From an optimization exercise on the open Yosys and OpenROAD flow, aimed at small area; shortcuts taken in it are not production practice.
Function was checked by simulation only, so behaviour that the tests miss may differ from the original.
Power and IR drop assume default switching activity.

==> v28: inputs <==
// yay0_dec
module yay0_dec (
    input  wire        clk,
    input  wire        rst,         
    input  wire        start,       
    input  wire [31:0] base,        
    input  wire [31:0] in_len,      
    input  wire [31:0] out_cap,     
    output wire        busy,
    output wire        done,        
    output wire [3:0]  err,         
    output wire [31:0] size,        
    output reg         in_re,
    output wire [31:0] in_addr,
    input  wire [7:0]  in_rdata,
    output reg         out_we,
    output wire [31:0] out_waddr,
    output wire [7:0]  out_wdata,
    output reg         out_re,
    output wire [31:0] out_raddr,
    input  wire [7:0]  out_rdata
);
Settings: LEC_CHECK=0, ABC_AREA=1, CAP_MARGIN=20, CORE_MARGIN=2, CORE_UTILIZATION=40, SLEW_MARGIN=20; clock period 8.0 ns.
standard.sh (not shown) runs the stock make flow with config.mk's settings and CLKGATE_MAP_FILE= SYNTH_SCRIPT=/design/flow/synth_recipe.tcl, a recipe that flattens the netlist after the stock synthesis.
==> flow/flow/run.sh <==
#!/bin/bash
# The standard layout with three changes:
#  - synthesis maps the logic with an area-only ABC script (flow/synth.tcl);
#  - the port buffers are made from the smallest buffer cell;
#  - the clock tree uses larger clusters and no dummy loads.
# Each make run's full output is in its own log in this folder.
set -euo pipefail
export AREA_ABC_SCRIPT=$PWD/flow/abc_area.script
bash standard.sh "SYNTH_SCRIPT=$PWD/flow/synth.tcl" synth > synth.log 2>&1
bash standard.sh "BUFFER_PORTS_ARGS=-buffer_cell sky130_fd_sc_hd__buf_1" \
  "CTS_ARGS=-sink_clustering_enable -repair_clock_nets -dont_use_dummy_load -sink_clustering_size 16 -sink_clustering_max_diameter 60 -buf_list sky130_fd_sc_hd__clkbuf_8" \
  finish > layout.log 2>&1
==> flow/flow/abc_area.script <==
strash
dch -f
amap
topo
==> flow/flow/synth.tcl <==
# synth_recipe.tcl (the standard synthesis) with one change: ABC maps the logic
# with the area-only script in abc_area.script beside this file. The flip-flops
# are mapped before ABC runs, so the registers are the standard synthesis's.
proc synth {args} { yosys synth -nofsm -noshare {*}$args }
proc abc {args} {
  set i [lsearch -exact $args -script]
  if { $i >= 0 } { lset args [expr { $i + 1 }] $::env(AREA_ABC_SCRIPT) }
  yosys abc {*}$args
}
source $::env(SCRIPTS_DIR)/synth.tcl
# left out here: clear keep_hierarchy, flatten, clean up, hide names made inside functions, write 1_2_yosys.v
==> v29: changes against v28 <==
--- a/flow/flow/run.sh
+++ b/flow/flow/run.sh
@@ -9,4 +9,4 @@
 bash standard.sh "SYNTH_SCRIPT=$PWD/flow/synth.tcl" synth > synth.log 2>&1
 bash standard.sh "BUFFER_PORTS_ARGS=-buffer_cell sky130_fd_sc_hd__buf_1" \
-  "CTS_ARGS=-sink_clustering_enable -repair_clock_nets -dont_use_dummy_load -sink_clustering_size 16 -sink_clustering_max_diameter 60 -buf_list sky130_fd_sc_hd__clkbuf_8" \
+  "CTS_ARGS=-sink_clustering_enable -repair_clock_nets -dont_use_dummy_load -sink_clustering_size 32 -sink_clustering_max_diameter 80 -buf_list sky130_fd_sc_hd__clkbuf_16" \
   finish > layout.log 2>&1
==> summary.txt <==
Status: v28 complete, no violations; v29 complete, no violations
Hold_sp: v28 PP[25]; v29 KP[13]
Clock Buffer Count: v28 25; v29 14
Non-filler instance count after layout: v28 1587; v29 1576
Layout Utilization: v28 0.474; v29 0.474
Vias in the first global route: v28 8489; v29 8376
FF-to-FF End: v28 state[1]; v29 CB[5]
Routing usage on met2: v28 0.433; v29 0.434
CP endpoint: v28 state[1]; v29 CB[5]
Post-layout minimum cycle time: v28 7.22 ns; v29 7.24 ns
Worst Slack Setup Final: v28 0.784 ns; v29 0.759 ns
Non-Filler Cell Area, Final: v28 11600 um2; v29 11600 um2
Clock Tree Root: v28 clkbuf_8; v29 clkbuf_16
Power Density: v28 402 nW/um2; v29 404 nW/um2
Final Skew: v28 0.114 ns; v29 0.0554 ns
Wire length of the first global-routing pass: v28 48800 um; v29 48300 um
Fill cell instance count of the final layout: v28 2415; v29 2400
Worst hold margin: v28 0.282 ns; v29 0.315 ns
Clock network area share: v28 0.0297; v29 0.0302

---

==> inputs of xenon <==
yay0_dec, a different RTL version from the one above (not shown whole).
Settings: LEC_CHECK=0, ABC_AREA=1, CAP_MARGIN=20, CORE_MARGIN=2, CORE_UTILIZATION=55, GPL_TIMING_DRIVEN=0, SLEW_MARGIN=20; clock period 8.0 ns.
==> flow/flow/run.sh <==
#!/bin/bash
# The standard layout with three changes:
#  - synthesis maps the logic with an area-only ABC script (flow/synth.tcl);
#  - the port buffers are made from the smallest buffer cell;
#  - the clock tree uses larger clusters and no dummy loads.
# Each make run's full output is in its own log in this folder.
set -euo pipefail
export AREA_ABC_SCRIPT=$PWD/flow/abc_area.script
bash standard.sh "SYNTH_SCRIPT=$PWD/flow/synth.tcl" synth > synth.log 2>&1
bash standard.sh REMOVE_ABC_BUFFERS=1 "BUFFER_PORTS_ARGS=-buffer_cell sky130_fd_sc_hd__buf_1" \
  "CTS_ARGS=-sink_clustering_enable -repair_clock_nets -dont_use_dummy_load -sink_clustering_size 16 -sink_clustering_max_diameter 60 -buf_list sky130_fd_sc_hd__clkbuf_8" \
  finish > layout.log 2>&1
Scripts as last shown in full above: flow/flow/abc_area.script, flow/flow/synth.tcl
==> delta: changes against xenon <==
==> flow/flow/abc_area.script (replaced) <==
strash
dc2
dch -f
amap -m -F 4 -A 8
topo
--- a/flow/config.mk
+++ b/flow/config.mk
@@ -10,3 +10,3 @@
 export CORE_MARGIN = 2
-export CORE_UTILIZATION = 55
+export CORE_UTILIZATION = 40
 export GPL_TIMING_DRIVEN = 0
==> summary.txt <==
| quantity | delta | xenon |
|---|---|---|
| Status | no timing/DRC/antenna violations | no timing/DRC/antenna violations |
| Met2 WL post-DR | 15.09 mm | 13.62 mm |
| Max IR drop VDD | 0.0002569 V | 0.0003129 V |
| Vertical die dimension | 160.3 um | 137.7 um |
| Utilization after layout | 46.90% | 64.62% |
| Sequential group power | 2.18 mW | 2.21 mW |
| Clock-cell share | 3.034% | 2.568% |
| Top cell type's share of synthesized area | 50.18% | 49.89% |
| Fraction of area in registers | 49.34% | 49.72% |
| Power Total | 4.625 mW | 5.035 mW |
| Routed length on met3 | 2.267 mm | 1.945 mm |
| Setup slack of the worst register-to-register path | 0.55 ns | 0.37 ns |
| Fraction of the yosys area taken by sequential cells | 57.25% | 56.91% |
| Switching portion of total power | 40.59% | 41.82% |

---

==> inputs of job 3787 <==
==> flow/design.v <==
module yay0_dec (
    input  wire        clk,
    input  wire        rst,         
    input  wire        start,       
    input  wire [31:0] base,        
    input  wire [31:0] in_len,      
    input  wire [31:0] out_cap,     
    output wire        busy,
    output wire        done,        
    output wire [3:0]  err,         
    output wire [31:0] size,        
    output reg         in_re,
    output wire [31:0] in_addr,
    input  wire [7:0]  in_rdata,
    output reg         out_we,
    output wire [31:0] out_waddr,
    output wire [7:0]  out_wdata,
    output reg         out_re,
    output wire [31:0] out_raddr,
    input  wire [7:0]  out_rdata
);
    localparam [4:0] S_INIT  = 5'd0,    
                     S_HR    = 5'd1,    
                     S_HA    = 5'd2,    
                     S_CHK4  = 5'd3,    
                     S_CHK16 = 5'd4,    
                     S_CAP   = 5'd5,    
                     S_PADD  = 5'd6,    
                     S_KADD  = 5'd7,    
                     S_CADD  = 5'd8,    
                     S_CLR   = 5'd9,    
                     S_CF0   = 5'd10,   
                     S_CFN   = 5'd11,   
                     S_CR    = 5'd12,   
                     S_KCHK  = 5'd13,   
                     S_LRD   = 5'd14,   
                     S_LWR   = 5'd15,   
                     S_PCHK  = 5'd16,   
                     S_P1    = 5'd17,   
                     S_P0    = 5'd18,   
                     S_XCHK  = 5'd19,   
                     S_XRD   = 5'd20,   
                     S_SRC   = 5'd21,   
                     S_CRD   = 5'd22,   
                     S_CWR   = 5'd23,   
                     S_D0    = 5'b11000,
                     S_D1    = 5'b11001,
                     S_D4    = 5'b11010,
                     S_D5    = 5'b11011,
                     S_D8    = 5'b11100,
                     S_IDLE  = 5'b11111;
    reg [4:0]  state;
    reg [1:0]  ph;
    wire       ph0  = (ph == 2'd0);
    wire       ph1  = (ph == 2'd1);
    wire       last = (ph == 2'd3);
    reg [31:0] L;       
    reg [31:0] CP;      
    reg [31:0] PP;      
    reg [31:0] KP;      
    reg [31:0] OP;      
    reg [31:0] SZ;      
    reg [31:0] AD;      
    reg        ppov;          
    reg        kpov;          
    reg        cpov;          
    reg [7:0]  DATA;          
    reg [3:0]  DH;            
    reg [8:0]  CNT;           
    reg [8:0]  CB;            
    reg [1:0]  WB;            
    reg        c, zacc;
    wire       idle = state[4] & state[3];
    assign busy      = ~idle;
    assign done      = idle & ~(state[2] & state[1] & state[0]);
    assign err       = {state[2], state[1], 1'b0, state[0]};
    assign size      = SZ;
    assign in_addr   = AD;
    assign out_raddr = AD;
    assign out_waddr = OP;
    assign out_wdata = DATA;
    function automatic is(input [4:0] st);
        is = (state == st);
    endfunction
    wire       ins   = is(S_HA) && (ph == CNT[1:0]);
    wire       insSZ = ins && (CNT[3:2] == 2'd2);
    wire       insPP = ins && (CNT[3:2] == 2'd1);
    wire       insKP = ins && (CNT[3:2] == 2'd0);
    wire cfw   = is(S_CFN) & (WB == 2'd3);    
    wire cr0   = is(S_CR) & (WB == 2'd1);     
    wire chk   = is(S_KCHK) | is(S_XCHK) | is(S_PCHK) | cr0;
    wire aCP   = is(S_INIT) | is(S_CADD) | is(S_CF0) | is(S_CFN) | cr0;
    wire aPP   = is(S_PADD) | is(S_PCHK) | is(S_P0);
    wire aKP   = is(S_KADD) | is(S_KCHK) | is(S_XCHK) | is(S_LRD) | is(S_XRD);
    wire aOP   = is(S_CAP) | is(S_SRC) | is(S_LWR) | is(S_CWR);
    wire aAD   = is(S_HR) | is(S_CHK4) | is(S_CHK16) | is(S_P1) | is(S_CRD);
    wire bCP   = is(S_PADD) | is(S_KADD);
    wire bnD   = is(S_SRC);
    wire bnSZ  = is(S_CAP);
    wire bnL   = chk | is(S_CHK4) | is(S_CHK16);
    wire bD    = ins;
    wire neg   = is(S_CF0) | (is(S_CFN) & ~cfw) | is(S_P1);
    wire cin0  = chk | is(S_CAP) | is(S_PADD) | is(S_LRD) | is(S_XRD) | is(S_LWR) |
                 is(S_CWR) | is(S_HR) | is(S_CRD);
    wire wCP   = is(S_CADD) | cfw;
    wire wPP   = is(S_PADD) | is(S_P0) | insPP;
    wire wKP   = is(S_KADD) | is(S_LRD) | is(S_XRD) | insKP;
    wire wOP   = is(S_CLR) | is(S_LWR) | is(S_CWR);
    wire adA   = is(S_INIT) | is(S_KCHK) | is(S_XCHK) | is(S_PCHK) | cfw;
    wire adS   = is(S_SRC) | is(S_CF0) | (is(S_CFN) & ~cfw) | is(S_HR) | is(S_P1) | is(S_CRD);
    wire [1:0] nlo = is(S_CF0) ? 2'b01 : is(S_P1) ? 2'b11 : {1'b1, WB[1]};
    wire [7:0] bK  = ph0 ? (neg ? {6'h3F, nlo}
                                : {3'd0, is(S_CADD), 1'b0, cfw, is(S_P0) | is(S_CADD), is(S_CADD)})
                         : {8{neg}};
    wire [7:0] nDd = ph0 ? ~DATA : (ph1 ? {4'hF, ~DH} : 8'hFF);
    wire [7:0] da  = ({8{aCP}} & CP[7:0]) | ({8{aPP}} & PP[7:0]) |
                     ({8{aKP}} & KP[7:0]) | ({8{aOP}} & OP[7:0]) |
                     ({8{aAD}} & AD[7:0]);
    wire [7:0] db  = bK | ({8{bCP}} & CP[7:0]) | ({8{bnD}} & nDd) |
                     ({8{bnSZ}} & ~SZ[7:0]) | ({8{bnL}} & ~L[7:0]) |
                     ({8{bD}} & DATA);
    wire       ci  = ph0 ? cin0 : c;
    wire [8:0] sum = {1'b0, da} + {1'b0, db} + {8'd0, ci};
    wire [7:0] s   = sum[7:0];
    wire       cout = sum[8];
    wire       trunc = cout | (aPP & ppov) | (aKP & kpov) | ((aCP | aAD) & cpov);
    wire [7:0] op_in = wOP ? s : OP[7:0];
    wire       zd    = (op_in == SZ[7:0]);
    wire       zend  = zacc & zd;           
    reg  [7:0] mexp;
    always @(*) begin
        case (CNT[1:0])
            2'd3: mexp = 8'h59;
            2'd2: mexp = 8'h61;
            2'd1: mexp = 8'h79;
            default: mexp = 8'h30;
        endcase
    end
    wire       cb_empty = (CB[7:0] == 8'd0);
    wire       cnt_end  = (CNT == 9'h1EE);
    always @(*) begin
        in_re  = ph0 & (is(S_HR) | is(S_CR) | is(S_LRD) | is(S_P1) | is(S_P0) | is(S_XRD));
        out_re = ph0 & is(S_CRD);
        out_we = ph0 & (is(S_LWR) | is(S_CWR));
    end
    wire go = start && idle;
    wire next = last && (is(S_CLR) || (is(S_CR) && !(cr0 && trunc)) || is(S_LWR) ||
                         (is(S_CWR) && cnt_end));
    always @(posedge clk) begin
        c    <= cout;
        zacc <= ph0 ? zd : (zacc & zd);
        L  <= go ? in_len  : {L[7:0], L[31:8]};
        CP <= go ? base    : {(wCP ? s : CP[7:0]), CP[31:8]};
        OP <= go ? out_cap : {op_in, OP[31:8]};
        PP <= {(wPP ? s : PP[7:0]), PP[31:8]};
        KP <= {(wKP ? s : KP[7:0]), KP[31:8]};
        SZ <= {(insSZ ? s : SZ[7:0]), SZ[31:8]};
        AD <= {(adS ? s : adA ? da : AD[7:0]), AD[31:8]};
        if (ph1) begin
            case (state)
                S_HR, S_LRD, S_P1: DATA <= in_rdata;
                S_CRD: DATA <= out_rdata;
                default: ;
            endcase
        end
        if (ph1 && is(S_P0)) begin
            DH  <= in_rdata[3:0];
            CNT <= {5'b11111, in_rdata[7:4]};
        end
        if (ph1 && is(S_XRD))
            CNT <= {1'b0, in_rdata};
        if ((ph0 && is(S_CWR)) || (last && is(S_HA)))
            CNT <= CNT - 9'd1;
        if (ph0 && is(S_HA) && CNT[3:2] == 2'd3 && DATA != mexp)
            ppov <= 1'b1;
        if (last && (is(S_PADD) || is(S_P0))) ppov <= cout;
        if (last && is(S_KADD)) kpov <= cout;
        if (last && (wCP || (is(S_HR) && cout))) cpov <= cout;
        if (go) begin
            ppov <= 1'b0;
            cpov <= 1'b0;
            CB   <= 9'd0;
            WB   <= 2'd0;
            CNT  <= 9'd15;
        end
        if (ph1 && is(S_CR))
            CB <= {in_rdata, 1'b1};
        if (last && (is(S_CF0) || is(S_CFN)))
            WB <= WB + 2'd1;
        if (next && !cb_empty && !zend)
            CB <= {CB[7:0], 1'b0};
    end
    always @(posedge clk) begin
        if (rst) begin
            state <= S_IDLE;
            ph    <= 2'd0;
        end else if (go) begin
            state <= S_INIT;
            ph    <= 2'd0;
        end else begin
            ph <= ph + 2'd1;
            if (idle)
                state <= S_IDLE;
            else if (last) begin
                case (state)
                    S_INIT:  state <= S_HR;
                    S_HR:    state <= S_HA;
                    S_HA:    state <= (CNT[3:0] == 4'd12) ? S_CHK4 :
                                      (CNT[3:0] == 4'd0) ? S_CHK16 : S_HR;
                    S_CHK4:  state <= trunc ? S_D5 : ppov ? S_D1 : S_HR;
                    S_CHK16: state <= trunc ? S_D5 : S_CAP;
                    S_CAP:   state <= cout ? S_PADD : S_D4;
                    S_PADD:  state <= S_KADD;
                    S_KADD:  state <= S_CADD;
                    S_CADD:  state <= S_CLR;
                    S_CF0:   state <= S_CR;
                    S_CFN:   state <= S_CR;
                    S_KCHK:  state <= trunc ? S_D5 : S_LRD;
                    S_LRD:   state <= S_LWR;
                    S_PCHK:  state <= trunc ? S_D5 : S_P1;
                    S_P1:    state <= S_P0;
                    S_P0:    state <= (CNT[3:0] == 4'd0) ? S_XCHK : S_SRC;
                    S_XCHK:  state <= trunc ? S_D5 : S_XRD;
                    S_XRD:   state <= S_SRC;
                    S_SRC:   state <= !cout ? S_D8 : zend ? S_D4 : S_CRD;
                    S_CRD:   state <= S_CWR;
                    S_CLR, S_CR, S_LWR, S_CWR: begin
                        if (cr0 && trunc)
                            state <= S_D5;
                        else if (is(S_CWR) && !cnt_end)
                            state <= zend ? S_D4 : S_CRD;
                        else if (zend)
                            state <= S_D0;
                        else if (cb_empty)
                            state <= (WB == 2'd0) ? S_CF0 : S_CFN;
                        else
                            state <= CB[8] ? S_KCHK : S_PCHK;
                    end
                    default: state <= S_IDLE;
                endcase
            end
        end
    end
endmodule
==> flow/flow/run.sh <==
#!/bin/bash
# The standard layout with three changes:
#  - synthesis maps the logic with an area-only ABC script (flow/synth.tcl);
#  - the port buffers are made from the smallest buffer cell;
#  - the clock tree uses larger clusters and no dummy loads.
# Each make run's full output is in its own log in this folder.
set -euo pipefail
export AREA_ABC_SCRIPT=$PWD/flow/abc_area.script
bash standard.sh "SYNTH_SCRIPT=$PWD/flow/synth.tcl" synth > synth.log 2>&1
bash standard.sh REMOVE_ABC_BUFFERS=1 "BUFFER_PORTS_ARGS=-buffer_cell sky130_fd_sc_hd__buf_1" \
  "CTS_ARGS=-sink_clustering_enable -repair_clock_nets -dont_use_dummy_load -sink_clustering_size 16 -sink_clustering_max_diameter 60 -buf_list sky130_fd_sc_hd__clkbuf_8" \
  finish > layout.log 2>&1
==> flow/flow/abc_area.script <==
strash
dc2
dch -f
amap -m -F 4 -A 8
topo
==> flow/flow/synth.tcl <==
# synth_recipe.tcl (the standard synthesis) with one change: ABC maps the logic
# with the area-only script in abc_area.script beside this file. The flip-flops
# are mapped before ABC runs, so the registers are the standard synthesis's.
proc synth {args} { yosys synth -nofsm -noshare {*}$args }
proc abc {args} {
  set i [lsearch -exact $args -script]
  if { $i >= 0 } { lset args [expr { $i + 1 }] $::env(AREA_ABC_SCRIPT) }
  yosys abc {*}$args
}
source $::env(SCRIPTS_DIR)/synth.tcl
# left out here: clear keep_hierarchy, flatten, clean up, hide names made inside functions, write 1_2_yosys.v
==> flow/standard.sh <==
#!/bin/bash
# synth_recipe.tcl (not shown) runs the flow's synth.tcl, then flattens the netlist and writes it again
# the make line also repeats each setting of config.mk as NAME=value (left out here)
make -C /OpenROAD-flow-scripts/flow DESIGN_CONFIG=/design/flow/config.mk WORK_HOME=/design/flow/orfs CLKGATE_MAP_FILE= SYNTH_SCRIPT=/design/flow/synth_recipe.tcl "${@:-finish}"
==> flow/config.mk <==
export PLATFORM = sky130hd
export DESIGN_NAME = yay0_dec
export DESIGN_NICKNAME = yay0_dec
export VERILOG_FILES = /design/flow/design.v
export SDC_FILE = /design/flow/constraint.sdc
export NUM_CORES = 4
export LEC_CHECK = 0
export ABC_AREA = 1
export CAP_MARGIN = 20
export CORE_MARGIN = 2
export CORE_UTILIZATION = 40
export GPL_TIMING_DRIVEN = 0
export SLEW_MARGIN = 20
==> flow/constraint.sdc <==
create_clock -name core_clock -period 8.0 [get_ports {clk}]
set_input_delay 1.6000 -clock core_clock [delete_from_list [all_inputs] [get_ports {clk}]]
set_output_delay 1.6000 -clock core_clock [all_outputs]
set_load 0.01 [all_outputs]
==> job 5481: changes against job 3787 <==
--- a/flow/design.v
+++ b/flow/design.v
@@ -82,10 +82,6 @@
     function automatic is(input [4:0] st);
         is = (state == st);
     endfunction
-    wire       ins   = is(S_HA) && (ph == CNT[1:0]);
-    wire       insSZ = ins && (CNT[3:2] == 2'd2);
-    wire       insPP = ins && (CNT[3:2] == 2'd1);
-    wire       insKP = ins && (CNT[3:2] == 2'd0);
     wire cfw   = is(S_CFN) & (WB == 2'd3);    
     wire cr0   = is(S_CR) & (WB == 2'd1);     
     wire chk   = is(S_KCHK) | is(S_XCHK) | is(S_PCHK) | cr0;
@@ -93,21 +89,20 @@
     wire aPP   = is(S_PADD) | is(S_PCHK) | is(S_P0);
     wire aKP   = is(S_KADD) | is(S_KCHK) | is(S_XCHK) | is(S_LRD) | is(S_XRD);
     wire aOP   = is(S_CAP) | is(S_SRC) | is(S_LWR) | is(S_CWR);
-    wire aAD   = is(S_HR) | is(S_CHK4) | is(S_CHK16) | is(S_P1) | is(S_CRD);
+    wire aAD   = is(S_HA) | is(S_CHK4) | is(S_CHK16) | is(S_P1) | is(S_CRD);
     wire bCP   = is(S_PADD) | is(S_KADD);
     wire bnD   = is(S_SRC);
     wire bnSZ  = is(S_CAP);
     wire bnL   = chk | is(S_CHK4) | is(S_CHK16);
-    wire bD    = ins;
     wire neg   = is(S_CF0) | (is(S_CFN) & ~cfw) | is(S_P1);
     wire cin0  = chk | is(S_CAP) | is(S_PADD) | is(S_LRD) | is(S_XRD) | is(S_LWR) |
-                 is(S_CWR) | is(S_HR) | is(S_CRD);
+                 is(S_CWR) | is(S_HA) | is(S_CRD);
     wire wCP   = is(S_CADD) | cfw;
-    wire wPP   = is(S_PADD) | is(S_P0) | insPP;
-    wire wKP   = is(S_KADD) | is(S_LRD) | is(S_XRD) | insKP;
+    wire wPP   = is(S_PADD) | is(S_P0);
+    wire wKP   = is(S_KADD) | is(S_LRD) | is(S_XRD);
     wire wOP   = is(S_CLR) | is(S_LWR) | is(S_CWR);
     wire adA   = is(S_INIT) | is(S_KCHK) | is(S_XCHK) | is(S_PCHK) | cfw;
-    wire adS   = is(S_SRC) | is(S_CF0) | (is(S_CFN) & ~cfw) | is(S_HR) | is(S_P1) | is(S_CRD);
+    wire adS   = is(S_SRC) | is(S_CF0) | (is(S_CFN) & ~cfw) | is(S_HA) | is(S_P1) | is(S_CRD);
     wire [1:0] nlo = is(S_CF0) ? 2'b01 : is(S_P1) ? 2'b11 : {1'b1, WB[1]};
     wire [7:0] bK  = ph0 ? (neg ? {6'h3F, nlo}
                                 : {3'd0, is(S_CADD), 1'b0, cfw, is(S_P0) | is(S_CADD), is(S_CADD)})
@@ -117,13 +112,16 @@
                      ({8{aKP}} & KP[7:0]) | ({8{aOP}} & OP[7:0]) |
                      ({8{aAD}} & AD[7:0]);
     wire [7:0] db  = bK | ({8{bCP}} & CP[7:0]) | ({8{bnD}} & nDd) |
-                     ({8{bnSZ}} & ~SZ[7:0]) | ({8{bnL}} & ~L[7:0]) |
-                     ({8{bD}} & DATA);
+                     ({8{bnSZ}} & ~SZ[7:0]) | ({8{bnL}} & ~L[7:0]);
     wire       ci  = ph0 ? cin0 : c;
     wire [8:0] sum = {1'b0, da} + {1'b0, db} + {8'd0, ci};
     wire [7:0] s   = sum[7:0];
     wire       cout = sum[8];
     wire       trunc = cout | (aPP & ppov) | (aKP & kpov) | ((aCP | aAD) & cpov);
+    wire       ins   = is(S_HA) && (ph == CNT[1:0]);
+    wire       insSZ = ins && (CNT[3:2] == 2'd2);
+    wire       insPP = ins && (CNT[3:2] == 2'd1);
+    wire       insKP = ins && (CNT[3:2] == 2'd0);
     wire [7:0] op_in = wOP ? s : OP[7:0];
     wire       zd    = (op_in == SZ[7:0]);
     wire       zend  = zacc & zd;           
@@ -152,9 +150,9 @@
         L  <= go ? in_len  : {L[7:0], L[31:8]};
         CP <= go ? base    : {(wCP ? s : CP[7:0]), CP[31:8]};
         OP <= go ? out_cap : {op_in, OP[31:8]};
-        PP <= {(wPP ? s : PP[7:0]), PP[31:8]};
-        KP <= {(wKP ? s : KP[7:0]), KP[31:8]};
-        SZ <= {(insSZ ? s : SZ[7:0]), SZ[31:8]};
+        PP <= {(insPP ? DATA : (wPP ? s : PP[7:0])), PP[31:8]};
+        KP <= {(insKP ? DATA : (wKP ? s : KP[7:0])), KP[31:8]};
+        SZ <= {(insSZ ? DATA : SZ[7:0]), SZ[31:8]};
         AD <= {(adS ? s : adA ? da : AD[7:0]), AD[31:8]};
         if (ph1) begin
             case (state)
@@ -175,7 +173,7 @@
             ppov <= 1'b1;
         if (last && (is(S_PADD) || is(S_P0))) ppov <= cout;
         if (last && is(S_KADD)) kpov <= cout;
-        if (last && (wCP || (is(S_HR) && cout))) cpov <= cout;
+        if (last && (wCP || (is(S_HA) && cout))) cpov <= cout;
         if (go) begin
             ppov <= 1'b0;
             cpov <= 1'b0;
==> flow/flow/abc_area.script (replaced) <==
strash
dch -f
amap
topo
==> job 7410: changes against job 3787 <==
==> flow/flow/run.sh (replaced) <==
#!/bin/bash
# The standard layout with these changes:
#  - synthesis maps the logic with an area-only ABC script (flow/synth.tcl,
#    flow/abc_area.script); the flip-flops are mapped as in the standard
#    synthesis;
#  - the buffers that synthesis puts on outputs sharing a net are removed at
#    floorplan (REMOVE_ABC_BUFFERS), and every port then gets a buffer of the
#    smallest buffer cell;
#  - the clock tree is built from clkbuf_4 clusters of at most 10 sinks,
#    without dummy loads.
# Each make run's full output is in its own log in this folder.
set -euo pipefail
export AREA_ABC_SCRIPT=$PWD/flow/abc_area.script
bash standard.sh "SYNTH_SCRIPT=$PWD/flow/synth.tcl" synth > synth.log 2>&1
bash standard.sh REMOVE_ABC_BUFFERS=1 "BUFFER_PORTS_ARGS=-buffer_cell sky130_fd_sc_hd__buf_1" \
  "CTS_ARGS=-sink_clustering_enable -repair_clock_nets -dont_use_dummy_load -sink_clustering_size 10 -sink_clustering_max_diameter 50 -buf_list sky130_fd_sc_hd__clkbuf_4" \
  finish > layout.log 2>&1
==> job 4237: changes against job 3787 <==
--- a/flow/flow/run.sh
+++ b/flow/flow/run.sh
@@ -8,5 +8,5 @@
 export AREA_ABC_SCRIPT=$PWD/flow/abc_area.script
 bash standard.sh "SYNTH_SCRIPT=$PWD/flow/synth.tcl" synth > synth.log 2>&1
 bash standard.sh REMOVE_ABC_BUFFERS=1 "BUFFER_PORTS_ARGS=-buffer_cell sky130_fd_sc_hd__buf_1" \
-  "CTS_ARGS=-sink_clustering_enable -repair_clock_nets -dont_use_dummy_load -sink_clustering_size 16 -sink_clustering_max_diameter 60 -buf_list sky130_fd_sc_hd__clkbuf_8" \
+  "CTS_ARGS=-sink_clustering_enable -repair_clock_nets -dont_use_dummy_load -sink_clustering_size 10 -sink_clustering_max_diameter 50 -buf_list sky130_fd_sc_hd__clkbuf_4" \
   finish > layout.log 2>&1
==> summary.txt <==
	job 4237	job 7410	job 3787	job 5481
Switching part of the total	0.417	0.417	0.412	0.426
Area taken by multi-input logic gates	3470 µm²	3470 µm²	3460 µm²	3700 µm²
Buffers inserted during post-CTS setup optimization	0	0	0	1
Pre-CTS setup slack	-0.189 ns	-0.189 ns	-0.189 ns	-0.628 ns
Vias in the first global route	7750	7750	7708	8032
Sequential element share of the synthesized area	0.578	0.578	0.578	0.569
Die span in x	160 µm	160 µm	160 µm	161 µm
Number of library cell types mapped by synthesis	39	39	39	46
Post-synthesis area per instance	10.0 µm²	10.0 µm²	10.0 µm²	10.2 µm²
GR Util met3	0.0555	0.0555	0.0555	0.0310
Status	no timing/DRC/antenna violations	no timing/DRC/antenna violations	no timing/DRC/antenna violations	no timing/DRC/antenna violations
Sink of the worst hold path	PP[13]	PP[13]	SZ[21]	PP[1]
Non-clock buffer count in the final layout	265	265	265	264
Portion of the clock cycle consumed by the worst path in the final layout	0.947	0.947	0.958	0.924
Global routing usage on met2	0.354	0.354	0.358	0.405

-- what the ideal ports hide --
Ports are ideal in the flow. The routed layouts listed here were re-timed in OpenROAD. Step 1 assumes that a clkbuf_16 drives the clock port and a buf_2 every other input. Step 2 adds t to the input delays and takes it off the output delays; t is the mean of the earliest and latest rising clock arrival at the registers after step 1. Input paths then give back, and output paths get back, about the clock's delay inside the block. Slacks: ideal / step 1 / step 2; pairs: ideal / step 1.
run | t (ns) | setup slack, ns | hold slack, ns | worst setup path at the end
v28 | 0.584 | 0.784 / 0.784 / 0.784 | 0.282 / 0.282 / 0.282 | register to register
v29 | 0.527 | 0.759 / 0.759 / 0.759 | 0.315 / 0.315 / 0.315 | register to register
xenon | 0.555 | 0.374 / 0.374 / 0.374 | 0.329 / 0.329 / 0.329 | register to register
delta | 0.592 | 0.551 / 0.551 / 0.551 | 0.287 / 0.287 / 0.287 | register to register
job 3787 | 0.571 | 0.333 / 0.333 / 0.333 | 0.313 / 0.313 / 0.313 | register to register
job 5481 | 0.581 | 0.606 / 0.606 / 0.606 | 0.306 / 0.306 / 0.306 | register to register
job 7410 | 0.637 | 0.425 / 0.425 / 0.425 | 0.310 / 0.310 / 0.310 | register to register
job 4237 | 0.637 | 0.425 / 0.425 / 0.425 | 0.310 / 0.310 / 0.310 | register to register
After both steps every run listed still meets setup and hold.
